This is an optimization exercise on Yosys and OpenROAD, whose aim is small area, a short achievable clock period and few clock cycles per item, not a production implementation. No functional check of the RTL was part of this run. Power and IR drop assume default switching activity.

==> design.v <==
module line21_decoder (
    input  wire       clk,
    input  wire       rst,           
    input  wire       in_valid,
    output wire       in_ready,
    input  wire [7:0] in_data,
    input  wire       in_last,
    output wire       out_valid,
    input  wire       out_ready,
    output wire       out_ok,
    output wire [3:0] out_cause,
    output wire [7:0] out_byte0,
    output wire [7:0] out_byte1
);
    localparam N   = 256;            
    localparam D   = 4;              
    localparam PW  = 2;              
    localparam [7:0] BUB = 8'd1;
    integer j;
    reg       rdy;
    reg       a_v, a_l, b_v, b_l;
    reg [7:0] a_d, b_d;
    assign in_ready = rdy;
    wire acc = in_valid & rdy;
    reg [7:0] ring [0:N-1];
    wire [7:0] tail = ring[N-1];
    reg        fl;                   
    reg [7:0]  flc;
    reg        rpos;                 
    reg [10:0] rcnt;                 
    reg        uz;                   
    reg [8:0]  u;                    
    wire nb     = ~fl & (tail != BUB);
    wire cons   = nb & rpos;
    wire recirc = nb & ~rpos;
    reg          e_v    [0:D-1];
    reg          e_done [0:D-1];
    reg [8:0]    e_w    [0:D-1];     
    reg [7:0]    e_m    [0:D-1];     
    reg          e_ovf  [0:D-1];     
    reg [3:0]    e_rc   [0:D-1];     
    reg [13:0]   e_d    [0:D-1];     
    reg [PW-1:0] wp, cp, op;
    reg [8:0] cnt;                   
    reg [7:0] m;
    reg       ovf;
    wire store = ~cnt[8];
    wire a_go  = a_v & uz & ~recirc & (~a_l | ~e_v[wp]);
    wire a_free = ~a_v | a_go;
    wire wr    = a_go & store;
    wire row_done = a_go & a_l;
    wire [7:0] a_map = (a_d < 8'd15) ? 8'd0 : a_d;
    wire [7:0] m_nx  = (a_d > m) ? a_d : m;
    wire [8:0] cnt_nx = cnt + {8'd0, store};
    wire [7:0] head  = recirc ? tail : (wr ? a_map : BUB);
    wire b_v_nx = a_free ? 1'b0 : (b_v | acc);
    always @(posedge clk) begin
        ring[0] <= head;
        for (j = 1; j < N; j = j + 1)
            ring[j] <= ring[j-1];
    end
    always @(posedge clk) begin
        if (rst) begin
            a_v <= 1'b0;
            b_v <= 1'b0;
            rdy <= 1'b1;
        end else begin
            rdy <= ~b_v_nx;
            b_v <= b_v_nx;
            if (a_free)
                a_v <= b_v | acc;
        end
        if (a_free) begin
            a_d <= b_v ? b_d : in_data;
            a_l <= b_v ? b_l : in_last;
        end else if (acc) begin
            b_d <= in_data;
            b_l <= in_last;
        end
    end
    always @(posedge clk) begin
        if (rst) begin
            cnt <= 9'd0;
            m   <= 8'd0;
            ovf <= 1'b0;
        end else if (a_go) begin
            if (a_l) begin
                cnt <= 9'd0;
                m   <= 8'd0;
                ovf <= 1'b0;
            end else begin
                cnt <= cnt_nx;
                m   <= m_nx;
                ovf <= ovf | ~store;
            end
        end
    end
    wire [10:0] rcnt_nx = rcnt - {10'd0, cons} + (row_done ? {2'd0, cnt_nx} : 11'd0);
    always @(posedge clk) begin
        if (rst) begin
            fl   <= 1'b1;
            flc  <= 8'd255;
            rcnt <= 11'd0;
            rpos <= 1'b0;
            u    <= 9'd0;
            uz   <= 1'b1;
        end else begin
            if (fl) begin
                flc <= flc - 1'b1;
                if (flc == 8'd0)
                    fl <= 1'b0;
            end
            rcnt <= rcnt_nx;
            rpos <= (rcnt_nx != 11'd0);
            if (recirc) begin
                if (uz) begin
                    u  <= cnt - 1'b1;
                    uz <= (cnt == 9'd1);
                end else begin
                    u  <= u - 1'b1;
                    uz <= (u == 9'd1);
                end
            end
        end
    end
    reg [8:0]    tc;                 
    wire t_last  = (tc == e_w[cp]);
    wire t_first = (tc == 9'd1);
    reg          v1, f1, l1;
    reg [7:0]    s1;
    reg [PW-1:0] r1;
    always @(posedge clk) begin
        if (rst) begin
            tc <= 9'd1;
            cp <= {PW{1'b0}};
            v1 <= 1'b0;
        end else begin
            v1 <= cons;
            if (cons) begin
                if (t_last) begin
                    tc <= 9'd1;
                    cp <= (cp == D-1) ? {PW{1'b0}} : cp + 1'b1;
                end else
                    tc <= tc + 1'b1;
            end
        end
        s1 <= tail;
        f1 <= t_first;
        l1 <= t_last;
        r1 <= cp;
    end
    wire [7:0]  m1    = e_m[r1];
    wire [18:0] thi_p = {11'd0, m1} * 19'd1147 + 19'd1962;
    wire [17:0] tlo_p = {10'd0, m1} * 18'd461 + 18'd963;
    reg  [7:0]  thi, tlo;
    reg          v2, f2, l2;
    reg [7:0]    s2;
    reg [PW-1:0] r2;
    always @(posedge clk) begin
        if (rst)
            v2 <= 1'b0;
        else
            v2 <= v1;
        s2 <= s1;
        f2 <= f1;
        l2 <= l1;
        r2 <= r1;
        if (v1 & f1) begin
            thi <= thi_p[18:11];
            tlo <= tlo_p[17:10];
        end
    end
    reg         prevb;
    wire        b2 = (s2 >= thi) | ((s2 >= tlo) & ~f2 & prevb);
    reg [8:0]   w4;
    reg [10:0]  w34;
    reg          v3, b3, f3, l3;
    reg [PW-1:0] r3;
    always @(posedge clk) begin
        if (rst)
            v3 <= 1'b0;
        else
            v3 <= v2;
        if (v2)
            prevb <= b2;
        b3 <= b2;
        f3 <= f2;
        l3 <= l2;
        r3 <= r2;
        if (v2 & f2) begin
            w4  <= e_w[r2];
            w34 <= {2'd0, e_w[r2]} + {1'b0, e_w[r2], 1'b0};
        end
    end
    localparam PH_START = 3'd0, PH_COUNT = 3'd1, PH_RISE = 3'd2,
               PH_SAMP  = 3'd3, PH_FULL  = 3'd4, PH_FAIL = 3'd5;
    reg [2:0]  ph;
    reg [8:0]  ci;                   
    reg [3:0]  st;                   
    reg [3:0]  tn;                   
    reg [3:0]  bw;
    reg [3:0]  cd;                   
    reg [4:0]  k;                    
    reg [15:0] db;
    reg [23:0] hist;                 
    reg [3:0]  cz;
    wire [8:0] pos  = f3 ? 9'd0 : ci;
    wire [2:0] ph_e = f3 ? PH_START : ph;
    wire [7:0]  st20   = {pos[3:0], 4'd0} + {2'd0, pos[3:0], 2'd0};
    wire        st_bad = (pos > 9'd12) | ({1'b0, st20} > w4);
    wire [10:0] ci5    = {2'd0, ci} + {ci, 2'd0};
    wire        sp_bad = ({2'd0, w4} > ci5) | ({ci5, 1'b0} > {1'b0, w34});
    wire [8:0]  len    = ci - {5'd0, st};
    reg [3:0] bw_c;
    always @(*) begin
        case (len[6:0])
            7'd13:                                        bw_c = 4'd2;
            7'd14, 7'd15, 7'd16, 7'd17, 7'd18, 7'd19:     bw_c = 4'd3;
            7'd20, 7'd21, 7'd22, 7'd23, 7'd24, 7'd25, 7'd26: bw_c = 4'd4;
            7'd27, 7'd28, 7'd29, 7'd30, 7'd31, 7'd32, 7'd33: bw_c = 4'd5;
            7'd34, 7'd35, 7'd36, 7'd37, 7'd38, 7'd39:     bw_c = 4'd6;
            7'd40, 7'd41, 7'd42, 7'd43, 7'd44, 7'd45, 7'd46: bw_c = 4'd7;
            7'd47, 7'd48, 7'd49, 7'd50, 7'd51, 7'd52:     bw_c = 4'd8;
            7'd53, 7'd54, 7'd55, 7'd56, 7'd57, 7'd58, 7'd59: bw_c = 4'd9;
            7'd60, 7'd61, 7'd62, 7'd63, 7'd64, 7'd65, 7'd66: bw_c = 4'd10;
            7'd67, 7'd68, 7'd69, 7'd70, 7'd71, 7'd72:     bw_c = 4'd11;
            default:                                      bw_c = 4'd12;
        endcase
    end
    wire [4:0] bw2  = {bw, 1'b0};
    wire       s_m2 = hist[bw - 1'b1];
    wire       s_m3 = hist[bw2 - 1'b1];
    reg          fv;
    reg [PW-1:0] fr;
    always @(posedge clk) begin
        if (rst)
            fv <= 1'b0;
        else
            fv <= v3 & l3;
        fr <= r3;
        if (v3) begin
            ci   <= pos + 1'b1;
            hist <= {hist[22:0], b3};
            ph   <= ph_e;
            case (ph_e)
            PH_START: if (b3) begin
                st <= pos[3:0];
                tn <= 4'd0;
                if (st_bad) begin
                    ph <= PH_FAIL;
                    cz <= 4'd3;
                end else
                    ph <= PH_COUNT;
            end
            PH_COUNT: if (b3 != hist[0]) begin
                tn <= tn + 1'b1;
                bw <= bw_c;
                if (tn == 4'd12) begin
                    if (sp_bad) begin
                        ph <= PH_FAIL;
                        cz <= 4'd3;
                    end else
                        ph <= PH_RISE;
                end
            end
            PH_RISE: if (b3) begin
                ph <= PH_SAMP;
                cd <= {1'b0, bw[3:1]} - 1'b1;
                k  <= 5'd0;
            end
            PH_SAMP: if (cd == 4'd0) begin
                cd <= bw - 1'b1;
                k  <= k + 1'b1;
                if (k == 5'd0) begin
                    if (pos < {4'd0, bw2}) begin
                        ph <= PH_FAIL;
                        cz <= 4'd5;
                    end else if ({s_m3, s_m2, b3} != 3'b001) begin
                        ph <= PH_FAIL;
                        cz <= 4'd4;
                    end
                end else begin
                    db <= {b3, db[15:1]};
                    if (k == 5'd16)
                        ph <= PH_FULL;
                end
            end else
                cd <= cd - 1'b1;
            default: ;
            endcase
        end
    end
    wire       par = (^db[7:0]) & (^db[15:8]);
    reg  [3:0] rc;
    always @(*) begin
        if (e_ovf[fr])                rc = 4'd8;
        else if (e_m[fr] < 8'd32)     rc = 4'd1;
        else case (ph)
            PH_START, PH_COUNT:       rc = 4'd2;
            PH_RISE:                  rc = 4'd7;
            PH_SAMP:                  rc = 4'd5;
            PH_FULL:                  rc = par ? 4'd0 : 4'd6;
            default:                  rc = cz;
        endcase
    end
    reg       o_v, o_ok;
    reg [3:0] o_c;
    reg [6:0] o_b0, o_b1;
    assign out_valid = o_v;
    assign out_ok    = o_ok;
    assign out_cause = o_c;
    assign out_byte0 = {1'b0, o_b0};
    assign out_byte1 = {1'b0, o_b1};
    wire o_load = ~o_v & e_done[op];
    always @(posedge clk) begin
        if (rst) begin
            o_v <= 1'b0;
            wp  <= {PW{1'b0}};
            op  <= {PW{1'b0}};
            for (j = 0; j < D; j = j + 1) begin
                e_v[j]    <= 1'b0;
                e_done[j] <= 1'b0;
            end
        end else begin
            if (o_v & out_ready)
                o_v <= 1'b0;
            else if (o_load)
                o_v <= 1'b1;
            if (row_done) begin
                e_v[wp] <= 1'b1;
                wp      <= (wp == D-1) ? {PW{1'b0}} : wp + 1'b1;
            end
            if (fv)
                e_done[fr] <= 1'b1;
            if (o_load) begin
                e_v[op]    <= 1'b0;
                e_done[op] <= 1'b0;
                op         <= (op == D-1) ? {PW{1'b0}} : op + 1'b1;
            end
        end
        if (row_done) begin
            e_w[wp]   <= cnt_nx;
            e_m[wp]   <= m_nx;
            e_ovf[wp] <= ovf | ~store;
        end
        if (fv) begin
            e_rc[fr] <= rc;
            e_d[fr]  <= (rc == 4'd0) ? {db[14:8], db[6:0]} : 14'd0;
        end
        if (o_load) begin
            o_ok <= (e_rc[op] == 4'd0);
            o_c  <= e_rc[op];
            o_b0 <= e_d[op][6:0];
            o_b1 <= e_d[op][13:7];
        end
    end
endmodule
==> run.sh <==
#!/bin/bash
# synth_recipe.tcl (not shown) runs the flow's synth.tcl, then flattens the netlist and writes it again
# the make line also repeats each setting of config.mk as NAME=value (left out here)
make -C /OpenROAD-flow-scripts/flow DESIGN_CONFIG=/design/flow/config.mk WORK_HOME=/design/flow/orfs CLKGATE_MAP_FILE= SYNTH_SCRIPT=/design/flow/synth_recipe.tcl finish
==> config.mk <==
export PLATFORM = sky130hd
export DESIGN_NAME = line21_decoder
export DESIGN_NICKNAME = line21_decoder
export VERILOG_FILES = /design/flow/design.v
export SDC_FILE = /design/flow/constraint.sdc
export NUM_CORES = 4
export LEC_CHECK = 0
export CAP_MARGIN = 20
export CORE_MARGIN = 2
export CORE_UTILIZATION = 40
export SLEW_MARGIN = 20
==> constraint.sdc <==
create_clock -name core_clock -period 14.0 [get_ports {clk}]
set_input_delay 2.8000 -clock core_clock [delete_from_list [all_inputs] [get_ports {clk}]]
set_output_delay 2.8000 -clock core_clock [all_outputs]
set_load 0.01 [all_outputs]
==> impl_metrics.ini <==
[yosys]
avgSynthCellArea_um2 = 16.2
syn_area_um2 = 63100
synthTopCellsByArea = dfxtp_1, edfxtp_1, ha_1
yosysWarningCount = 2
synth_ff_type = dfxtp_1
yosys.area.top_type = dfxtp_1
synthArstFlopShare_pct = 0
yosysTopAreaCellShare_pct = 68.6
ys_seq_elements = 2458
synth-edff-count = 293
syn_inst = 3897
seq_area_frac_synth_pct = 82.6
synth_cell_types = 78

[detailed_routing]
wl_um = 85100
ant_nets = 0
via_per_inst = 4.19
vias = 26565
drtIter0Drc = 1257
wire_per_inst_um = 13.4
drt_pass1_iterations = 5
drc_errors = 0

[timing]
setup_viol = 0
setup_slack_ns = 7.63
fin_skew_ns = 0.0655
slew_headroom_pct = 29.5
hold_viol = 0
maxSlewViolCount = 0
setup-tns-final_ns = 0
fmax_mhz = 157
fin_crit_ns = 6.37
rsz0062_at_grt = no
layout_worst_path_cycle_share_pct = 45.5
worst_pin_slew_ns = 1.04

[setup_path]
cp.arrival_ns = 6.89
start_kind = register
cp-end-kind = register
cp_max_fo = 10
required_ns = 14.51
crit_type = register to register

[job]
drv_cap = 0

[cells_and_area]
nets = 4363
syn_to_final_growth_pct = 16.4
design_area_um2 = 73500
final_util_pct = 46.9
nFillCells = 13273
ff_latch_area_um2 = 52100
multi_input_area_um2 = 9940
layout-drive-gt1-share_pct = 10.0

[placement]
hpwl_um = 50000
gp_congestion = 0.781
post_dp_cell_area_um2 = 65900
numPortBuffers = 33
place_ws_ns = 7.52

[power_and_ir_drop]
finalPower_mw = 14.0
p_seq_share_pct = 52.3
p_leak_nw = 29.2
power_switching_mw = 2.87
pwr-share-clk_pct = 43.3
switching_share_pct = 20.5
ir_drop_v = 0.000116
powerDensity_nw_per_um2 = 190
p_comb_share_pct = 4.5
p_int_mw = 11.1

[clock_tree]
clockBufferDepth = 3
cts_made_buffers = 207
h-tree-depth = 4
cts_root_buffer = clkbuf_16
cts_sinks = 2458
cts_resized = 0
clock_latency_ns = 0.81
cts_hold_buf = 0
post_cts_buffers = 0
clk_pin_slew_ns = 0.07
tritoncts = yes

[floorplanning]
die_w_um = 401
die_area_um2 = 161000
core_um2 = 157000
die_h_um = 401
initial_utilization_pct = 40.3
ioPinCount = 36
rows = 145

[global_routing]
grt_max_degree = 61
grt.total_usage_pct = 10.8
gr-total-overflow = 0
antenna_found_initial = 3
grt_pass1_vias = 26946
grt_pass1_wl_um = 141000

[min_path]
hold_class = register to register

[outcome]
status = complete, no violations
[final cells by class]
cell class                      instances  share of cell area, %
Antenna cell                            1                0.00341
Clock buffer                          290                   8.14
Clock inverter                        101                   2.14
Inverter                              226                   1.15
Multi-Input combinational cell       1155                   13.5
Sequential cell                      2458                   71.0
Tap cell                             2058                   3.50
Timing Repair Buffer                   46                  0.576
[cell usage in the layout (no fill, tap or decap), types with 47 or more instances in the layout]
| cell | n |
|---|---|
| a21oi_1 | 83 |
| xnor2_1 | 70 |
| o21ai_0 | 53 |
| clkbuf_16 | 213 |
| ha_1 | 209 |
| dfxtp_1 | 2165 |
| edfxtp_1 | 293 |
| inv_1 | 226 |
| nor2_1 | 140 |
| nand2_1 | 72 |
| fa_1 | 47 |
[metal layers]
metal / wire (um) / global-route usage (%) / vias up
met3: 3620 / 2.65 / 163
met2: 35600 / 15.6 / 368
li1: - / - / 13367
met4: 2230 / 4.24 / 0
met1: 43700 / 15.5 / 12667
met5: 0 / 0 / -
[power by group through the flow]
stage	Combinational, mW	Clock, mW	Sequential (mW)
final	0.622	6.04	7.29
after global routing	0.734	6.50	7.30
after CTS	0.632	6.22	7.29
after detailed placement	0.626	0	7.45
after global placement	0.621	0	7.45
after floorplan	0.496	0	7.43
[cell usage after synthesis (16+ instances only)]
master	n
fa_1	47
and2_1	29
a211oi_1	21
o21ai_0	53
nor2b_1	23
a21o_1	21
clkbuf_1	40
edfxtp_1	293
nor2_1	142
dfxtp_1	2165
nand4_1	16
xnor2_1	70
nand2_1	72
a21oi_1	83
nand3_1	29
ha_1	209
nor3_1	32
mux4_2	39
xor2_1	37
inv_1	226
[stage by stage]
| stage | hold slack, ns | std cells |
|---|---|---|
| 3_3_place_gp | 0.310 | 5943 |
| 4_1_cts | 0.276 | 6334 |
| 3_5_place_dp | 0.312 | 5943 |
| 5_1_grt | 0.287 | 6334 |
| 2_1_floorplan | 0.310 | 3898 |
| 6_report | 0.281 | 6335 |
[registers in the layout, indices dropped and copies added, names as in the netlist, 10 cells and up, named ones only]
signal  flops
db         16
e_d        56
e_m        32
e_rc       16
e_w        36
hist       24
rcnt       11
ring     2048
w34        10
[worst max-delay path, cell delays in order, from the launching register on]
cell and delay (ns):
dfxtp_1 0.69, mux4_2 0.76, inv_1 0.42, ha_1 0.36, fa_1 0.54, inv_1 0.06
fa_1 0.53, inv_1 0.06, fa_1 0.52, inv_1 0.04, ha_1 0.30, a2111oi_0 0.54
nand2_1 0.11, o211ai_1 0.33, o21ai_0 0.26, o41ai_1 0.48, xnor2_1 0.11
[kinds of logic after synthesis]
logic type / Yosys count / synth area share, %
xor+xnor: 108 / 1.51
mux: 72 / 2.17
other cells: 1 / 0.00594
buf+inv: 285 / 1.75
fa+ha+maj: 256 / 5.63
flops: 2458 / 82.6
simple gates: 437 / 3.49
compound gates: 280 / 2.88
[final timing paths]
check	endpoint	slack, ns	startpoint	cells past startpoint
setup reg to reg	thi[6]	7.63	r1[0]	16
hold / removal	ring[251][6]	0.28	ring[250][6]	0
hold reg to reg	ring[251][6]	0.28	ring[250][6]	0
setup / recovery	thi[6]	7.63	r1[0]	16

[afterwards: timing with drivers on the ports]
No port has a modelled driver above. Below, the same layout with a new extraction and two added sets of constraints. Step 1 (the two cells are an assumption about what drives the block):
set clk [get_ports {clk}]
set_driving_cell -lib_cell sky130_fd_sc_hd__clkbuf_16 $clk
set_driving_cell -lib_cell sky130_fd_sc_hd__buf_2 [delete_from_list [all_inputs] $clk]
Step 2 also shifts input and output timing later by t, the mid clock arrival at the registers, as if the neighbouring blocks saw the same clock. Slacks: no drivers / after step 1 / after step 2; pairs: no drivers / after step 1.
t, ns: 0.861
setup WS [ns]: 7.626 / 7.626 / 7.626
worst hold slack (ns): 0.281 / 0.281 / 0.281
clock arrival spread, ns: 0.077 / 0.077
After both steps this run still meets setup and hold. The setup slack of this run moves by 0.000 ns with the drivers and by 0.000 ns with both steps.
